This is an optimization exercise on Yosys and OpenROAD, whose aim is small area, not a production implementation. The RTL of this run was laid out without a check of its function. Power is estimated from default activity; no workload was simulated.

File: flow/design.v
module koki_ham_enc (
    input  wire [3:0] nib,
    output wire [6:0] cw
);
    wire p0 = nib[3];
    wire p1 = nib[2];
    wire p2 = nib[1];
    wire p3 = nib[0];
    assign cw[0] = p0 ^ p1 ^ p3;
    assign cw[1] = p0 ^ p2 ^ p3;
    assign cw[2] = p0;
    assign cw[3] = p1 ^ p2 ^ p3;
    assign cw[4] = p1;
    assign cw[5] = p2;
    assign cw[6] = p3;
endmodule
module koki_ham_syn (
    input  wire [6:0] cw,
    output wire [2:0] syn
);
    assign syn[0] = cw[0] ^ cw[2] ^ cw[4] ^ cw[6];
    assign syn[1] = cw[1] ^ cw[2] ^ cw[5] ^ cw[6];
    assign syn[2] = cw[3] ^ cw[4] ^ cw[5] ^ cw[6];
endmodule
module koki_ham_cor (
    input  wire [6:0] cw,
    input  wire [2:0] syn,
    output wire [6:0] fixed
);
    wire [7:0] flip = 8'd1 << syn;
    assign fixed = cw ^ flip[7:1];
endmodule
module koki_ham_dec (
    input  wire [6:0] cw,
    output wire [3:0] nib
);
    wire [2:0] syn;
    wire [6:0] fixed;
    koki_ham_syn u_syn (.cw(cw), .syn(syn));
    koki_ham_cor u_cor (.cw(cw), .syn(syn), .fixed(fixed));
    assign nib = {fixed[2], fixed[4], fixed[5], fixed[6]};
endmodule
module koki_crc12 (
    input  wire [7:0]  raw,
    output reg  [11:0] crc,
    output wire [19:0] code
);
    reg [7:0] msg;
    reg       fb;
    integer   k;
    always @* begin
        msg = raw + 8'd1;
        crc = 12'd0;
        for (k = 0; k < 8; k = k + 1) begin
            fb  = crc[0] ^ msg[k];
            crc = crc >> 1;
            if (fb)
                crc = crc ^ 12'hF01;
        end
    end
    assign code = {crc, raw};
endmodule
module koki_grid #(
    parameter LAST_CELL = 1'b0
) (
    input  wire [19:0] code,
    output reg  [35:0] grid
);
    wire [6:0] cw [0:4];
    integer i, j;
    genvar g;
    generate
        for (g = 0; g < 5; g = g + 1) begin : g_blk
            koki_ham_enc u_enc (.nib(code[4*g +: 4]), .cw(cw[g]));
        end
    endgenerate
    always @* begin
        grid = 36'd0;
        for (i = 0; i < 7; i = i + 1)
            for (j = 0; j < 5; j = j + 1)
                grid[5*i + j] = cw[j][i];
        grid[35] = LAST_CELL;
    end
endmodule
module koki_codetable (
    input  wire [7:0] fwd_raw,
    output reg  [7:0] fwd_id,
    output reg        fwd_valid,
    input  wire [7:0] rev_id,
    output reg  [7:0] rev_raw,
    output wire       rev_valid
);
    always @* begin
        fwd_valid = 1'b1;
        case (fwd_raw)
            8'd0: fwd_id = 8'd0;
            8'd1: fwd_id = 8'd1;
            8'd2: begin fwd_id = 8'd0; fwd_valid = 1'b0; end
            8'd3: begin fwd_id = 8'd0; fwd_valid = 1'b0; end
            8'd4: fwd_id = 8'd2;
            8'd5: fwd_id = 8'd3;
            8'd6: fwd_id = 8'd4;
            8'd7: fwd_id = 8'd5;
            8'd8: begin fwd_id = 8'd0; fwd_valid = 1'b0; end
            8'd9: begin fwd_id = 8'd0; fwd_valid = 1'b0; end
            8'd10: fwd_id = 8'd6;
            8'd11: fwd_id = 8'd7;
            8'd12: fwd_id = 8'd8;
            8'd13: fwd_id = 8'd9;
            8'd14: fwd_id = 8'd10;
            8'd15: begin fwd_id = 8'd0; fwd_valid = 1'b0; end
            8'd16: fwd_id = 8'd11;
            8'd17: begin fwd_id = 8'd0; fwd_valid = 1'b0; end
            8'd18: fwd_id = 8'd12;
            8'd19: fwd_id = 8'd13;
            8'd20: fwd_id = 8'd14;
            8'd21: fwd_id = 8'd15;
            8'd22: fwd_id = 8'd16;
            8'd23: fwd_id = 8'd17;
            8'd24: fwd_id = 8'd18;
            8'd25: fwd_id = 8'd19;
            8'd26: fwd_id = 8'd20;
            8'd27: fwd_id = 8'd21;
            8'd28: fwd_id = 8'd22;
            8'd29: fwd_id = 8'd23;
            8'd30: fwd_id = 8'd24;
            8'd31: fwd_id = 8'd25;
            8'd32: fwd_id = 8'd26;
            8'd33: fwd_id = 8'd27;
            8'd34: begin fwd_id = 8'd0; fwd_valid = 1'b0; end
            8'd35: fwd_id = 8'd28;
            8'd36: fwd_id = 8'd29;
            8'd37: fwd_id = 8'd30;
            8'd38: fwd_id = 8'd31;
            8'd39: fwd_id = 8'd32;
            8'd40: fwd_id = 8'd33;
            8'd41: fwd_id = 8'd34;
            8'd42: fwd_id = 8'd35;
            8'd43: fwd_id = 8'd36;
            8'd44: fwd_id = 8'd37;
            8'd45: fwd_id = 8'd38;
            8'd46: fwd_id = 8'd39;
            8'd47: fwd_id = 8'd40;
            8'd48: fwd_id = 8'd41;
            8'd49: fwd_id = 8'd42;
            8'd50: fwd_id = 8'd43;
            8'd51: begin fwd_id = 8'd0; fwd_valid = 1'b0; end
            8'd52: fwd_id = 8'd44;
            8'd53: fwd_id = 8'd45;
            8'd54: fwd_id = 8'd46;
            8'd55: fwd_id = 8'd47;
            8'd56: fwd_id = 8'd48;
            8'd57: fwd_id = 8'd49;
            8'd58: fwd_id = 8'd50;
            8'd59: fwd_id = 8'd51;
            8'd60: begin fwd_id = 8'd0; fwd_valid = 1'b0; end
            8'd61: fwd_id = 8'd52;
            8'd62: fwd_id = 8'd53;
            8'd63: fwd_id = 8'd54;
            8'd64: fwd_id = 8'd55;
            8'd65: fwd_id = 8'd56;
            8'd66: fwd_id = 8'd57;
            8'd67: fwd_id = 8'd58;
            8'd68: begin fwd_id = 8'd0; fwd_valid = 1'b0; end
            8'd69: fwd_id = 8'd59;
            8'd70: fwd_id = 8'd60;
            8'd71: fwd_id = 8'd61;
            8'd72: fwd_id = 8'd62;
            8'd73: fwd_id = 8'd63;
            8'd74: fwd_id = 8'd64;
            8'd75: fwd_id = 8'd65;
            8'd76: fwd_id = 8'd66;
            8'd77: fwd_id = 8'd67;
            8'd78: fwd_id = 8'd68;
            8'd79: fwd_id = 8'd69;
            8'd80: fwd_id = 8'd70;
            8'd81: fwd_id = 8'd71;
            8'd82: fwd_id = 8'd72;
            8'd83: fwd_id = 8'd73;
            8'd84: fwd_id = 8'd74;
            8'd85: begin fwd_id = 8'd0; fwd_valid = 1'b0; end
            8'd86: fwd_id = 8'd75;
            8'd87: fwd_id = 8'd76;
            8'd88: fwd_id = 8'd77;
            8'd89: fwd_id = 8'd78;
            8'd90: begin fwd_id = 8'd0; fwd_valid = 1'b0; end
            8'd91: fwd_id = 8'd79;
            8'd92: fwd_id = 8'd80;
            8'd93: fwd_id = 8'd81;
            8'd94: fwd_id = 8'd82;
            8'd95: fwd_id = 8'd83;
            8'd96: fwd_id = 8'd84;
            8'd97: fwd_id = 8'd85;
            8'd98: fwd_id = 8'd86;
            8'd99: fwd_id = 8'd87;
            8'd100: fwd_id = 8'd88;
            8'd101: fwd_id = 8'd89;
            8'd102: begin fwd_id = 8'd0; fwd_valid = 1'b0; end
            8'd103: fwd_id = 8'd90;
            8'd104: fwd_id = 8'd91;
            8'd105: fwd_id = 8'd92;
            8'd106: fwd_id = 8'd93;
            8'd107: fwd_id = 8'd94;
            8'd108: fwd_id = 8'd95;
            8'd109: fwd_id = 8'd96;
            8'd110: fwd_id = 8'd97;
            8'd111: fwd_id = 8'd98;
            8'd112: fwd_id = 8'd99;
            8'd113: fwd_id = 8'd100;
            8'd114: fwd_id = 8'd101;
            8'd115: fwd_id = 8'd102;
            8'd116: fwd_id = 8'd103;
            8'd117: fwd_id = 8'd104;
            8'd118: fwd_id = 8'd105;
            8'd119: begin fwd_id = 8'd0; fwd_valid = 1'b0; end
            8'd120: fwd_id = 8'd106;
            8'd121: fwd_id = 8'd107;
            8'd122: fwd_id = 8'd108;
            8'd123: fwd_id = 8'd109;
            8'd124: fwd_id = 8'd110;
            8'd125: fwd_id = 8'd111;
            8'd126: fwd_id = 8'd112;
            8'd127: fwd_id = 8'd113;
            8'd128: fwd_id = 8'd114;
            8'd129: fwd_id = 8'd115;
            8'd130: fwd_id = 8'd116;
            8'd131: fwd_id = 8'd117;
            8'd132: fwd_id = 8'd118;
            8'd133: fwd_id = 8'd119;
            8'd134: fwd_id = 8'd120;
            8'd135: fwd_id = 8'd121;
            8'd136: begin fwd_id = 8'd0; fwd_valid = 1'b0; end
            8'd137: fwd_id = 8'd122;
            8'd138: fwd_id = 8'd123;
            8'd139: fwd_id = 8'd124;
            8'd140: fwd_id = 8'd125;
            8'd141: fwd_id = 8'd126;
            8'd142: fwd_id = 8'd127;
            8'd143: fwd_id = 8'd128;
            8'd144: fwd_id = 8'd129;
            8'd145: fwd_id = 8'd130;
            8'd146: fwd_id = 8'd131;
            8'd147: fwd_id = 8'd132;
            8'd148: fwd_id = 8'd133;
            8'd149: fwd_id = 8'd134;
            8'd150: fwd_id = 8'd135;
            8'd151: fwd_id = 8'd136;
            8'd152: fwd_id = 8'd137;
            8'd153: begin fwd_id = 8'd0; fwd_valid = 1'b0; end
            8'd154: fwd_id = 8'd138;
            8'd155: fwd_id = 8'd139;
            8'd156: fwd_id = 8'd140;
            8'd157: fwd_id = 8'd141;
            8'd158: fwd_id = 8'd142;
            8'd159: fwd_id = 8'd143;
            8'd160: fwd_id = 8'd144;
            8'd161: fwd_id = 8'd145;
            8'd162: fwd_id = 8'd146;
            8'd163: fwd_id = 8'd147;
            8'd164: fwd_id = 8'd148;
            8'd165: begin fwd_id = 8'd0; fwd_valid = 1'b0; end
            8'd166: fwd_id = 8'd149;
            8'd167: fwd_id = 8'd150;
            8'd168: fwd_id = 8'd151;
            8'd169: fwd_id = 8'd152;
            8'd170: begin fwd_id = 8'd0; fwd_valid = 1'b0; end
            8'd171: fwd_id = 8'd153;
            8'd172: fwd_id = 8'd154;
            8'd173: fwd_id = 8'd155;
            8'd174: fwd_id = 8'd156;
            8'd175: fwd_id = 8'd157;
            8'd176: fwd_id = 8'd158;
            8'd177: fwd_id = 8'd159;
            8'd178: fwd_id = 8'd160;
            8'd179: fwd_id = 8'd161;
            8'd180: fwd_id = 8'd162;
            8'd181: fwd_id = 8'd163;
            8'd182: fwd_id = 8'd164;
            8'd183: fwd_id = 8'd165;
            8'd184: fwd_id = 8'd166;
            8'd185: fwd_id = 8'd167;
            8'd186: fwd_id = 8'd168;
            8'd187: begin fwd_id = 8'd0; fwd_valid = 1'b0; end
            8'd188: fwd_id = 8'd169;
            8'd189: fwd_id = 8'd170;
            8'd190: fwd_id = 8'd171;
            8'd191: fwd_id = 8'd172;
            8'd192: fwd_id = 8'd173;
            8'd193: fwd_id = 8'd174;
            8'd194: fwd_id = 8'd175;
            8'd195: begin fwd_id = 8'd0; fwd_valid = 1'b0; end
            8'd196: fwd_id = 8'd176;
            8'd197: fwd_id = 8'd177;
            8'd198: fwd_id = 8'd178;
            8'd199: fwd_id = 8'd179;
            8'd200: fwd_id = 8'd180;
            8'd201: fwd_id = 8'd181;
            8'd202: fwd_id = 8'd182;
            8'd203: fwd_id = 8'd183;
            8'd204: begin fwd_id = 8'd0; fwd_valid = 1'b0; end
            8'd205: fwd_id = 8'd184;
            8'd206: fwd_id = 8'd185;
            8'd207: fwd_id = 8'd186;
            8'd208: fwd_id = 8'd187;
            8'd209: fwd_id = 8'd188;
            8'd210: fwd_id = 8'd189;
            8'd211: fwd_id = 8'd190;
            8'd212: fwd_id = 8'd191;
            8'd213: fwd_id = 8'd192;
            8'd214: fwd_id = 8'd193;
            8'd215: fwd_id = 8'd194;
            8'd216: fwd_id = 8'd195;
            8'd217: fwd_id = 8'd196;
            8'd218: fwd_id = 8'd197;
            8'd219: fwd_id = 8'd198;
            8'd220: fwd_id = 8'd199;
            8'd221: begin fwd_id = 8'd0; fwd_valid = 1'b0; end
            8'd222: fwd_id = 8'd200;
            8'd223: fwd_id = 8'd201;
            8'd224: fwd_id = 8'd202;
            8'd225: fwd_id = 8'd203;
            8'd226: fwd_id = 8'd204;
            8'd227: fwd_id = 8'd205;
            8'd228: fwd_id = 8'd206;
            8'd229: fwd_id = 8'd207;
            8'd230: fwd_id = 8'd208;
            8'd231: begin fwd_id = 8'd0; fwd_valid = 1'b0; end
            8'd232: fwd_id = 8'd209;
            8'd233: fwd_id = 8'd210;
            8'd234: fwd_id = 8'd211;
            8'd235: fwd_id = 8'd212;
            8'd236: fwd_id = 8'd213;
            8'd237: fwd_id = 8'd214;
            8'd238: begin fwd_id = 8'd0; fwd_valid = 1'b0; end
            8'd239: fwd_id = 8'd215;
            8'd240: begin fwd_id = 8'd0; fwd_valid = 1'b0; end
            8'd241: fwd_id = 8'd216;
            8'd242: fwd_id = 8'd217;
            8'd243: fwd_id = 8'd218;
            8'd244: fwd_id = 8'd219;
            8'd245: fwd_id = 8'd220;
            8'd246: fwd_id = 8'd221;
            8'd247: fwd_id = 8'd222;
            8'd248: fwd_id = 8'd223;
            8'd249: fwd_id = 8'd224;
            8'd250: begin fwd_id = 8'd0; fwd_valid = 1'b0; end
            8'd251: fwd_id = 8'd225;
            8'd252: fwd_id = 8'd226;
            8'd253: fwd_id = 8'd227;
            8'd254: fwd_id = 8'd228;
            8'd255: begin fwd_id = 8'd0; fwd_valid = 1'b0; end
            default: begin fwd_id = 8'd0; fwd_valid = 1'b0; end
        endcase
    end
    assign rev_valid = (rev_id <= 8'd228);
    always @* begin
        case (rev_id)
            8'd0: rev_raw = 8'd0;
            8'd1: rev_raw = 8'd1;
            8'd2: rev_raw = 8'd4;
            8'd3: rev_raw = 8'd5;
            8'd4: rev_raw = 8'd6;
            8'd5: rev_raw = 8'd7;
            8'd6: rev_raw = 8'd10;
            8'd7: rev_raw = 8'd11;
            8'd8: rev_raw = 8'd12;
            8'd9: rev_raw = 8'd13;
            8'd10: rev_raw = 8'd14;
            8'd11: rev_raw = 8'd16;
            8'd12: rev_raw = 8'd18;
            8'd13: rev_raw = 8'd19;
            8'd14: rev_raw = 8'd20;
            8'd15: rev_raw = 8'd21;
            8'd16: rev_raw = 8'd22;
            8'd17: rev_raw = 8'd23;
            8'd18: rev_raw = 8'd24;
            8'd19: rev_raw = 8'd25;
            8'd20: rev_raw = 8'd26;
            8'd21: rev_raw = 8'd27;
            8'd22: rev_raw = 8'd28;
            8'd23: rev_raw = 8'd29;
            8'd24: rev_raw = 8'd30;
            8'd25: rev_raw = 8'd31;
            8'd26: rev_raw = 8'd32;
            8'd27: rev_raw = 8'd33;
            8'd28: rev_raw = 8'd35;
            8'd29: rev_raw = 8'd36;
            8'd30: rev_raw = 8'd37;
            8'd31: rev_raw = 8'd38;
            8'd32: rev_raw = 8'd39;
            8'd33: rev_raw = 8'd40;
            8'd34: rev_raw = 8'd41;
            8'd35: rev_raw = 8'd42;
            8'd36: rev_raw = 8'd43;
            8'd37: rev_raw = 8'd44;
            8'd38: rev_raw = 8'd45;
            8'd39: rev_raw = 8'd46;
            8'd40: rev_raw = 8'd47;
            8'd41: rev_raw = 8'd48;
            8'd42: rev_raw = 8'd49;
            8'd43: rev_raw = 8'd50;
            8'd44: rev_raw = 8'd52;
            8'd45: rev_raw = 8'd53;
            8'd46: rev_raw = 8'd54;
            8'd47: rev_raw = 8'd55;
            8'd48: rev_raw = 8'd56;
            8'd49: rev_raw = 8'd57;
            8'd50: rev_raw = 8'd58;
            8'd51: rev_raw = 8'd59;
            8'd52: rev_raw = 8'd61;
            8'd53: rev_raw = 8'd62;
            8'd54: rev_raw = 8'd63;
            8'd55: rev_raw = 8'd64;
            8'd56: rev_raw = 8'd65;
            8'd57: rev_raw = 8'd66;
            8'd58: rev_raw = 8'd67;
            8'd59: rev_raw = 8'd69;
            8'd60: rev_raw = 8'd70;
            8'd61: rev_raw = 8'd71;
            8'd62: rev_raw = 8'd72;
            8'd63: rev_raw = 8'd73;
            8'd64: rev_raw = 8'd74;
            8'd65: rev_raw = 8'd75;
            8'd66: rev_raw = 8'd76;
            8'd67: rev_raw = 8'd77;
            8'd68: rev_raw = 8'd78;
            8'd69: rev_raw = 8'd79;
            8'd70: rev_raw = 8'd80;
            8'd71: rev_raw = 8'd81;
            8'd72: rev_raw = 8'd82;
            8'd73: rev_raw = 8'd83;
            8'd74: rev_raw = 8'd84;
            8'd75: rev_raw = 8'd86;
            8'd76: rev_raw = 8'd87;
            8'd77: rev_raw = 8'd88;
            8'd78: rev_raw = 8'd89;
            8'd79: rev_raw = 8'd91;
            8'd80: rev_raw = 8'd92;
            8'd81: rev_raw = 8'd93;
            8'd82: rev_raw = 8'd94;
            8'd83: rev_raw = 8'd95;
            8'd84: rev_raw = 8'd96;
            8'd85: rev_raw = 8'd97;
            8'd86: rev_raw = 8'd98;
            8'd87: rev_raw = 8'd99;
            8'd88: rev_raw = 8'd100;
            8'd89: rev_raw = 8'd101;
            8'd90: rev_raw = 8'd103;
            8'd91: rev_raw = 8'd104;
            8'd92: rev_raw = 8'd105;
            8'd93: rev_raw = 8'd106;
            8'd94: rev_raw = 8'd107;
            8'd95: rev_raw = 8'd108;
            8'd96: rev_raw = 8'd109;
            8'd97: rev_raw = 8'd110;
            8'd98: rev_raw = 8'd111;
            8'd99: rev_raw = 8'd112;
            8'd100: rev_raw = 8'd113;
            8'd101: rev_raw = 8'd114;
            8'd102: rev_raw = 8'd115;
            8'd103: rev_raw = 8'd116;
            8'd104: rev_raw = 8'd117;
            8'd105: rev_raw = 8'd118;
            8'd106: rev_raw = 8'd120;
            8'd107: rev_raw = 8'd121;
            8'd108: rev_raw = 8'd122;
            8'd109: rev_raw = 8'd123;
            8'd110: rev_raw = 8'd124;
            8'd111: rev_raw = 8'd125;
            8'd112: rev_raw = 8'd126;
            8'd113: rev_raw = 8'd127;
            8'd114: rev_raw = 8'd128;
            8'd115: rev_raw = 8'd129;
            8'd116: rev_raw = 8'd130;
            8'd117: rev_raw = 8'd131;
            8'd118: rev_raw = 8'd132;
            8'd119: rev_raw = 8'd133;
            8'd120: rev_raw = 8'd134;
            8'd121: rev_raw = 8'd135;
            8'd122: rev_raw = 8'd137;
            8'd123: rev_raw = 8'd138;
            8'd124: rev_raw = 8'd139;
            8'd125: rev_raw = 8'd140;
            8'd126: rev_raw = 8'd141;
            8'd127: rev_raw = 8'd142;
            8'd128: rev_raw = 8'd143;
            8'd129: rev_raw = 8'd144;
            8'd130: rev_raw = 8'd145;
            8'd131: rev_raw = 8'd146;
            8'd132: rev_raw = 8'd147;
            8'd133: rev_raw = 8'd148;
            8'd134: rev_raw = 8'd149;
            8'd135: rev_raw = 8'd150;
            8'd136: rev_raw = 8'd151;
            8'd137: rev_raw = 8'd152;
            8'd138: rev_raw = 8'd154;
            8'd139: rev_raw = 8'd155;
            8'd140: rev_raw = 8'd156;
            8'd141: rev_raw = 8'd157;
            8'd142: rev_raw = 8'd158;
            8'd143: rev_raw = 8'd159;
            8'd144: rev_raw = 8'd160;
            8'd145: rev_raw = 8'd161;
            8'd146: rev_raw = 8'd162;
            8'd147: rev_raw = 8'd163;
            8'd148: rev_raw = 8'd164;
            8'd149: rev_raw = 8'd166;
            8'd150: rev_raw = 8'd167;
            8'd151: rev_raw = 8'd168;
            8'd152: rev_raw = 8'd169;
            8'd153: rev_raw = 8'd171;
            8'd154: rev_raw = 8'd172;
            8'd155: rev_raw = 8'd173;
            8'd156: rev_raw = 8'd174;
            8'd157: rev_raw = 8'd175;
            8'd158: rev_raw = 8'd176;
            8'd159: rev_raw = 8'd177;
            8'd160: rev_raw = 8'd178;
            8'd161: rev_raw = 8'd179;
            8'd162: rev_raw = 8'd180;
            8'd163: rev_raw = 8'd181;
            8'd164: rev_raw = 8'd182;
            8'd165: rev_raw = 8'd183;
            8'd166: rev_raw = 8'd184;
            8'd167: rev_raw = 8'd185;
            8'd168: rev_raw = 8'd186;
            8'd169: rev_raw = 8'd188;
            8'd170: rev_raw = 8'd189;
            8'd171: rev_raw = 8'd190;
            8'd172: rev_raw = 8'd191;
            8'd173: rev_raw = 8'd192;
            8'd174: rev_raw = 8'd193;
            8'd175: rev_raw = 8'd194;
            8'd176: rev_raw = 8'd196;
            8'd177: rev_raw = 8'd197;
            8'd178: rev_raw = 8'd198;
            8'd179: rev_raw = 8'd199;
            8'd180: rev_raw = 8'd200;
            8'd181: rev_raw = 8'd201;
            8'd182: rev_raw = 8'd202;
            8'd183: rev_raw = 8'd203;
            8'd184: rev_raw = 8'd205;
            8'd185: rev_raw = 8'd206;
            8'd186: rev_raw = 8'd207;
            8'd187: rev_raw = 8'd208;
            8'd188: rev_raw = 8'd209;
            8'd189: rev_raw = 8'd210;
            8'd190: rev_raw = 8'd211;
            8'd191: rev_raw = 8'd212;
            8'd192: rev_raw = 8'd213;
            8'd193: rev_raw = 8'd214;
            8'd194: rev_raw = 8'd215;
            8'd195: rev_raw = 8'd216;
            8'd196: rev_raw = 8'd217;
            8'd197: rev_raw = 8'd218;
            8'd198: rev_raw = 8'd219;
            8'd199: rev_raw = 8'd220;
            8'd200: rev_raw = 8'd222;
            8'd201: rev_raw = 8'd223;
            8'd202: rev_raw = 8'd224;
            8'd203: rev_raw = 8'd225;
            8'd204: rev_raw = 8'd226;
            8'd205: rev_raw = 8'd227;
            8'd206: rev_raw = 8'd228;
            8'd207: rev_raw = 8'd229;
            8'd208: rev_raw = 8'd230;
            8'd209: rev_raw = 8'd232;
            8'd210: rev_raw = 8'd233;
            8'd211: rev_raw = 8'd234;
            8'd212: rev_raw = 8'd235;
            8'd213: rev_raw = 8'd236;
            8'd214: rev_raw = 8'd237;
            8'd215: rev_raw = 8'd239;
            8'd216: rev_raw = 8'd241;
            8'd217: rev_raw = 8'd242;
            8'd218: rev_raw = 8'd243;
            8'd219: rev_raw = 8'd244;
            8'd220: rev_raw = 8'd245;
            8'd221: rev_raw = 8'd246;
            8'd222: rev_raw = 8'd247;
            8'd223: rev_raw = 8'd248;
            8'd224: rev_raw = 8'd249;
            8'd225: rev_raw = 8'd251;
            8'd226: rev_raw = 8'd252;
            8'd227: rev_raw = 8'd253;
            8'd228: rev_raw = 8'd254;
            default: rev_raw = 8'd0;
        endcase
    end
endmodule
module koki_h74 (
    input  wire        clk,
    input  wire        rst,
    input  wire        cmd_we,
    input  wire [31:0] cmd,
    output wire [35:0] res,
    output wire [1:0]  status      
);
    localparam [3:0] OP_FWD   = 4'h1;
    localparam [3:0] OP_REV   = 4'h2;
    localparam [3:0] OP_CRC12 = 4'h3;
    localparam [3:0] OP_CODE  = 4'h4;
    localparam [3:0] OP_ENC   = 4'h5;
    localparam [3:0] OP_SYN   = 4'h6;
    localparam [3:0] OP_COR   = 4'h7;
    localparam [3:0] OP_DEC   = 4'h8;
    localparam [3:0] OP_SLICE = 4'h9;
    localparam [3:0] OP_GRID  = 4'hA;
    localparam [3:0] OP_MARK  = 4'hB;
    localparam [35:0] INVALID_WORD = {36{1'b1}};
    wire [3:0]  op  = cmd[31:28];
    wire [4:0]  rsv = cmd[27:23];
    wire [2:0]  b   = cmd[22:20];
    wire [19:0] a   = cmd[19:0];
    wire b_zero  = (b == 3'd0);
    wire a_fits8 = (a[19:8] == 12'd0);
    wire a_fits7 = (a[19:7] == 13'd0);
    wire a_fits4 = (a[19:4] == 16'd0);
    reg legal;
    always @* begin
        case (op)
            OP_FWD, OP_REV, OP_CRC12, OP_CODE, OP_MARK:
                             legal = b_zero & a_fits8;
            OP_ENC:          legal = b_zero & a_fits4;
            OP_SYN, OP_DEC:  legal = b_zero & a_fits7;
            OP_COR:          legal = a_fits7;
            OP_SLICE:        legal = (b <= 3'd4);
            OP_GRID:         legal = b_zero;
            default:         legal = 1'b0;
        endcase
        if (rsv != 5'd0)
            legal = 1'b0;
    end
    wire [7:0] fwd_id;
    wire       fwd_valid;
    wire [7:0] rev_raw;
    wire       rev_valid;
    koki_codetable u_ct (
        .fwd_raw   (a[7:0]),
        .fwd_id    (fwd_id),
        .fwd_valid (fwd_valid),
        .rev_id    (a[7:0]),
        .rev_raw   (rev_raw),
        .rev_valid (rev_valid)
    );
    wire [7:0]  ck_raw = (op == OP_MARK) ? rev_raw : a[7:0];
    wire [11:0] ck_crc;
    wire [19:0] ck_code;
    koki_crc12 u_ck (.raw(ck_raw), .crc(ck_crc), .code(ck_code));
    wire [19:0] gp_code = (op == OP_MARK) ? ck_code : a;
    wire [35:0] gp_grid;
    koki_grid #(.LAST_CELL(1'b0)) u_gp (.code(gp_code), .grid(gp_grid));
    wire [6:0] hc_enc;
    wire [2:0] hc_syn;
    wire [6:0] hc_cor;
    wire [3:0] hc_dec;
    koki_ham_enc u_enc (.nib(a[3:0]), .cw(hc_enc));
    koki_ham_syn u_syn (.cw(a[6:0]), .syn(hc_syn));
    koki_ham_cor u_cor (.cw(a[6:0]), .syn(b), .fixed(hc_cor));
    koki_ham_dec u_dec (.cw(a[6:0]), .nib(hc_dec));
    wire [3:0] sl_nib = a[4*b +: 4];
    reg [35:0] result;
    reg        result_inv;
    always @* begin
        result     = 36'd0;
        result_inv = 1'b0;
        case (op)
            OP_FWD: begin
                if (fwd_valid) result = {28'd0, fwd_id};
                else begin result = INVALID_WORD; result_inv = 1'b1; end
            end
            OP_REV: begin
                if (rev_valid) result = {28'd0, rev_raw};
                else begin result = INVALID_WORD; result_inv = 1'b1; end
            end
            OP_CRC12: result = {24'd0, ck_crc};
            OP_CODE:  result = {16'd0, ck_code};
            OP_ENC:   result = {29'd0, hc_enc};
            OP_SYN:   result = {33'd0, hc_syn};
            OP_COR:   result = {29'd0, hc_cor};
            OP_DEC:   result = {32'd0, hc_dec};
            OP_SLICE: result = {32'd0, sl_nib};
            OP_GRID:  result = gp_grid;
            OP_MARK: begin
                if (rev_valid) result = gp_grid;
                else begin result = INVALID_WORD; result_inv = 1'b1; end
            end
            default: ;
        endcase
    end
    reg [35:0] res_q;
    reg        inv_q;
    reg        ill_q;
    always @(posedge clk) begin
        if (rst) begin
            res_q <= 36'd0;
            inv_q <= 1'b0;
            ill_q <= 1'b0;
        end else if (cmd_we) begin
            if (legal) begin
                res_q <= result;
                inv_q <= result_inv;
            end else begin
                ill_q <= 1'b1;
            end
        end
    end
    assign res    = res_q;
    assign status = {ill_q, inv_q};
endmodule
File: flow/run.sh
#!/bin/bash
# synth_recipe.tcl (not shown) runs the flow's synth.tcl, then flattens the netlist and writes it again
# the make line also repeats each setting of config.mk as NAME=value (left out here)
make -C /OpenROAD-flow-scripts/flow DESIGN_CONFIG=/design/flow/config.mk WORK_HOME=/design/flow/orfs CLKGATE_MAP_FILE= SYNTH_SCRIPT=/design/flow/synth_recipe.tcl finish
File: flow/config.mk
export PLATFORM = sky130hd
export DESIGN_NAME = koki_h74
export DESIGN_NICKNAME = koki_h74
export VERILOG_FILES = /design/flow/design.v
export SDC_FILE = /design/flow/constraint.sdc
export NUM_CORES = 4
export LEC_CHECK = 0
export CAP_MARGIN = 20
export CORE_MARGIN = 2
export CORE_UTILIZATION = 35
export SLEW_MARGIN = 20
export SYNTH_MEMORY_MAX_BITS = 32768
File: flow/constraint.sdc
create_clock -name core_clock -period 7.0 [get_ports {clk}]
set_input_delay 1.4000 -clock core_clock [delete_from_list [all_inputs] [get_ports {clk}]]
set_output_delay 1.4000 -clock core_clock [all_outputs]
set_load 0.01 [all_outputs]
==> summary.txt <==
[power groups by stage]
stage	Sequential, mW	Combinational, mW	Clock [mW]
6_report	0.217	0.611	0.263
5_1_grt	0.217	0.644	0.275
4_1_cts	0.217	0.588	0.262
3_5_place_dp	0.222	0.585	0
3_3_place_gp	0.222	0.590	0
2_1_floorplan	0.222	0.404	0
[cells in the final DEF (no fill, tap or decap), types with 15 or more instances in the layout]
cell type / Yosys / final
clkdlybuf4s50_1: 0 / 67
nor2_1: 123 / 123
nor3_1: 40 / 40
a311oi_1: 19 / 19
nand2b_1: 31 / 31
nand2_1: 105 / 105
dfxtp_1: 38 / 38
o2111ai_1: 15 / 15
a21oi_1: 91 / 91
nand3_1: 27 / 26
ha_1: 21 / 21
a31oi_1: 22 / 22
xnor2_1: 33 / 33
o211ai_1: 25 / 25
a211oi_1: 29 / 29
o22ai_1: 16 / 16
mux2i_1: 17 / 17
buf_4: 5 / 53
nor2b_1: 27 / 27
o21ai_0: 85 / 85
[area by class of cell]
cell class,instances,share of cell area [%]
clock buffers,6,1.56
clock inverters,1,0.337
inverters,20,0.842
multi-input cells,985,72.1
flip-flops and latches,38,8.53
well taps,280,3.93
repair buffers,126,12.7
[routing by layer]
metal  vias to the layer above  global-route usage [%]
met4                         0                    11.2
met3                       109                    7.38
met2                       723                    44.8
li1                       4419                       -
met1                      4731                    42.5
met5                         -                       0
[sequential cells by signal (all words and copies together), names as in the netlist]
name and flops:
ill_q 1, res_q 36, inv_q 1
[tightest hold or removal path, delay by kind of cell (launching register included)]
family	cells	cell delay, ns
and+or+nand+nor	1	0.07
AOI/OAI and AO/OA	1	0.04
DFF	1	0.33
[stage by stage]
| stage | cells | hold WS [ns] |
|---|---|---|
| after floorplan | 1159 | 0.438 |
| after global placement | 1449 | 0.459 |
| after detailed placement | 1449 | 0.460 |
| after CTS | 1456 | 0.474 |
| after global routing | 1456 | 0.504 |
| final | 1456 | 0.471 |
[how the worst max path moves through the flow]
stage / from / endpoint / slack (ns) / cells after the start
floorplan: cmd[1] / res_q[17]$_SDFFE_PP0P_ / 1.41 / 19
global placement: cmd[1] / res_q[4]$_SDFFE_PP0P_ / 0.52 / 14
detailed placement: cmd[0] / res_q[19]$_SDFFE_PP0P_ / 0.44 / 18
CTS: cmd[0] / res_q[19]$_SDFFE_PP0P_ / 0.72 / 18
global route: cmd[0] / res_q[19]$_SDFFE_PP0P_ / 0.28 / 18
finish: cmd[0] / res_q[19]$_SDFFE_PP0P_ / 0.63 / 18
[kinds of logic (layout without fill, tap and decap cells)]
family                     Yosys count  count (layout)  share of synthesized area (%)
muxes                               28              28                           4.46
AOI/OAI and AO/OA                  439             439                           38.7
DFF                                 38              38                           9.68
buffers and inverters              136             153                           8.56
adders and majority gates           22              22                           3.47
xor gates and xnor gates            53              53                           7.56
and+or+nand+nor                    443             443                           27.6
==> summary.txt <==
Row Count 54; DIE WIDTH approximately 150 um; Starting Density about 36%; fin crit share between 90% and 100%; LEAKAGE a little over 3 nW; maximum vdd drop ~0.00008 V; PortBufs 72; Fin. Hold Viols 0; total gr overflow 0; Placer Congestion between 1 and 1.5; slew at the pin closest to its max-slew limit approximately 1.1 ns; # setup viols final 0; Arrival @ worst endpoint 6.54 ns; Routed wire per std cell between 20 and 30 um; die area approximately 24,000 sq um; fillers around 2,300; Worst Hold Launch ill_q$_SDFFE_PP0P_; Peak Freq between 150 and 200 MHz; skew final 0 ns; clk slew on worst S/H paths 0.06 ns; Total GRT Usage a little under a third; Ports 73; DRC 0; Max FO, Critical Path 29; post-route setup TNS 0 ns; P&R area growth vs syn 13.4%; area of the multi-input gates between 6000 and 7000 sq um; WHS Endpoint ill_q$_SDFFE_PP0P_; synthesized area a little under 8000 sq um; largest net degree at the start of global routing 67; Synthesized Nets between 1,000 and 1,500; final worst slack 0.632 ns; WL met2 between 15 and 20 mm; status timing/DRC/antenna clean; FF-to-FF Start res_q[17]$_SDFFE_PP0P_; Pwr Density approximately 120 nW/um^2; synthesized flop and latch total 38; Crit-path slowest cell ha_1; final net count roughly 1,200; Via Count 9,982; vias per cell just under 7; diode count 0; Critical Setup Path Class input port to flip-flop; initial antenna violation count 0; top-count cell post-synth nor2_1; global-route wire length before repair roughly 56 mm; Switching Share ~44%; Hold Path Stages 2; Async SR Flop Fraction 0%; Die Y ~150 um; Hold/Removal Path Class flip-flop to flip-flop; post-synthesis sequential area ratio between 9 and 10%; fin crit period 6.37 ns; switching power ~0.48 mW; Post-CTS Hold Buffers 0; share of the synthesized area in the top cell type under 10%; worst-skew pair later-pin latency between 0.2 and 0.3 ns; Max-Cap Viols 0; Required @ worst endpoint around 7 ns; Design Power between 1 and 1.5 mW; Syn. warnings 4; CP startpoint kind input port; root buffer cell clkbuf_16; RSZ-0062 raised after global routing no; clock sinks 38; clock power share 24.1%; H-tree levels 2; Seq pwr share between 10% and 20%; WL final approximately 37 mm; Yosys cell types 94; CP bufs+invs 4; Crit path largest cell delay between 0.5 and 0.6 ns; number of buffers created by CTS 5; vias in the first global route 9,117; hpwl dp approximately 27 mm; synth top area cells dfxtp_1 9.7%, nor2_1 5.9%, a21oi_1 5.8%, o21ai_0 5.4%, nand2_1 5.0%; placed inst area between 8000 and 9000 sq um; Avg Synthesized Cell Area just under 7 sq um; CORE AREA roughly 22,000 sq um; R2R cell count 3; length of routed met3 wiring between 4 and 5 mm; max-slew violation count 0; Post-synth top flop dfxtp_1; Longest Clk Path Bufs 2; post-CTS setup buffers 0; Comb power frac a little under three fifths; cells after synthesis 1,159; max layer used met4; Metal-1 WL ~16 mm; Storage cell area 761 sq um; post-route ant nets 0; Worst Setup End Kind flip-flop; CTS tree yes; post-route cell area a little under 9000 sq um; Top Family by Delay on Critical Path compound AO/OA/AOI/OAI gates; Crit Reg-Reg Endpoint res_q[17]$_SDFFE_PP0P_; Pint roughly 0.61 mW; flop2flop setup slack around 6 ns; post-layout util around two fifths; post-synth top area cell dfxtp_1; post-place setup slack 0.442 ns; CTS resizes 0; drt initial violations around 1,600; top cells by count, synth 123 x nor2_1, 105 x nand2_1, 91 x a21oi_1; crit-path cells clkdlybuf4s50_1 > buf_4 > ha_1 > nand2_1 > a31oi_1 > o31ai_1 > o221a_1 > o41ai_4 > inv_2 > ha_1 > inv_1 > a221oi_2 > xnor2_2 > nand2_1 > a2111oi_0 > a2111oi_0 > and4bb_1 > a2111oi_2; worst rel slew slack 25.6%; number of synthesized flops with an enable pin 0; Detailed Routing Iterations Pass 1 6; layout cells sized above 1 a little over 9%

[static timing again, ports no longer ideal]
In the flow no input, the clock included, has a driving cell. The finished layout below was timed again as built, in two steps. Step 1, drivers: a clkbuf_16 drives clk and a buf_2 each remaining input, both assumed. Step 2 moves the port delays by t, midway between the first and last clock arrival at a register: inputs arrive t later, outputs are due t later. That takes back most of the time a late clock gives input paths. Three values: ideal ports, drivers, drivers and shift; two values: the first two.
t, ns: 0.317
slack for setup (ns): 0.632 / 0.647 / 0.330
worst data-port slew with drivers (ns): 0.04
pins driven straight from the clock port: 1
After both steps this run still meets setup and hold. The setup slack of this run moves by +0.015 ns with the drivers and by -0.302 ns with both steps.
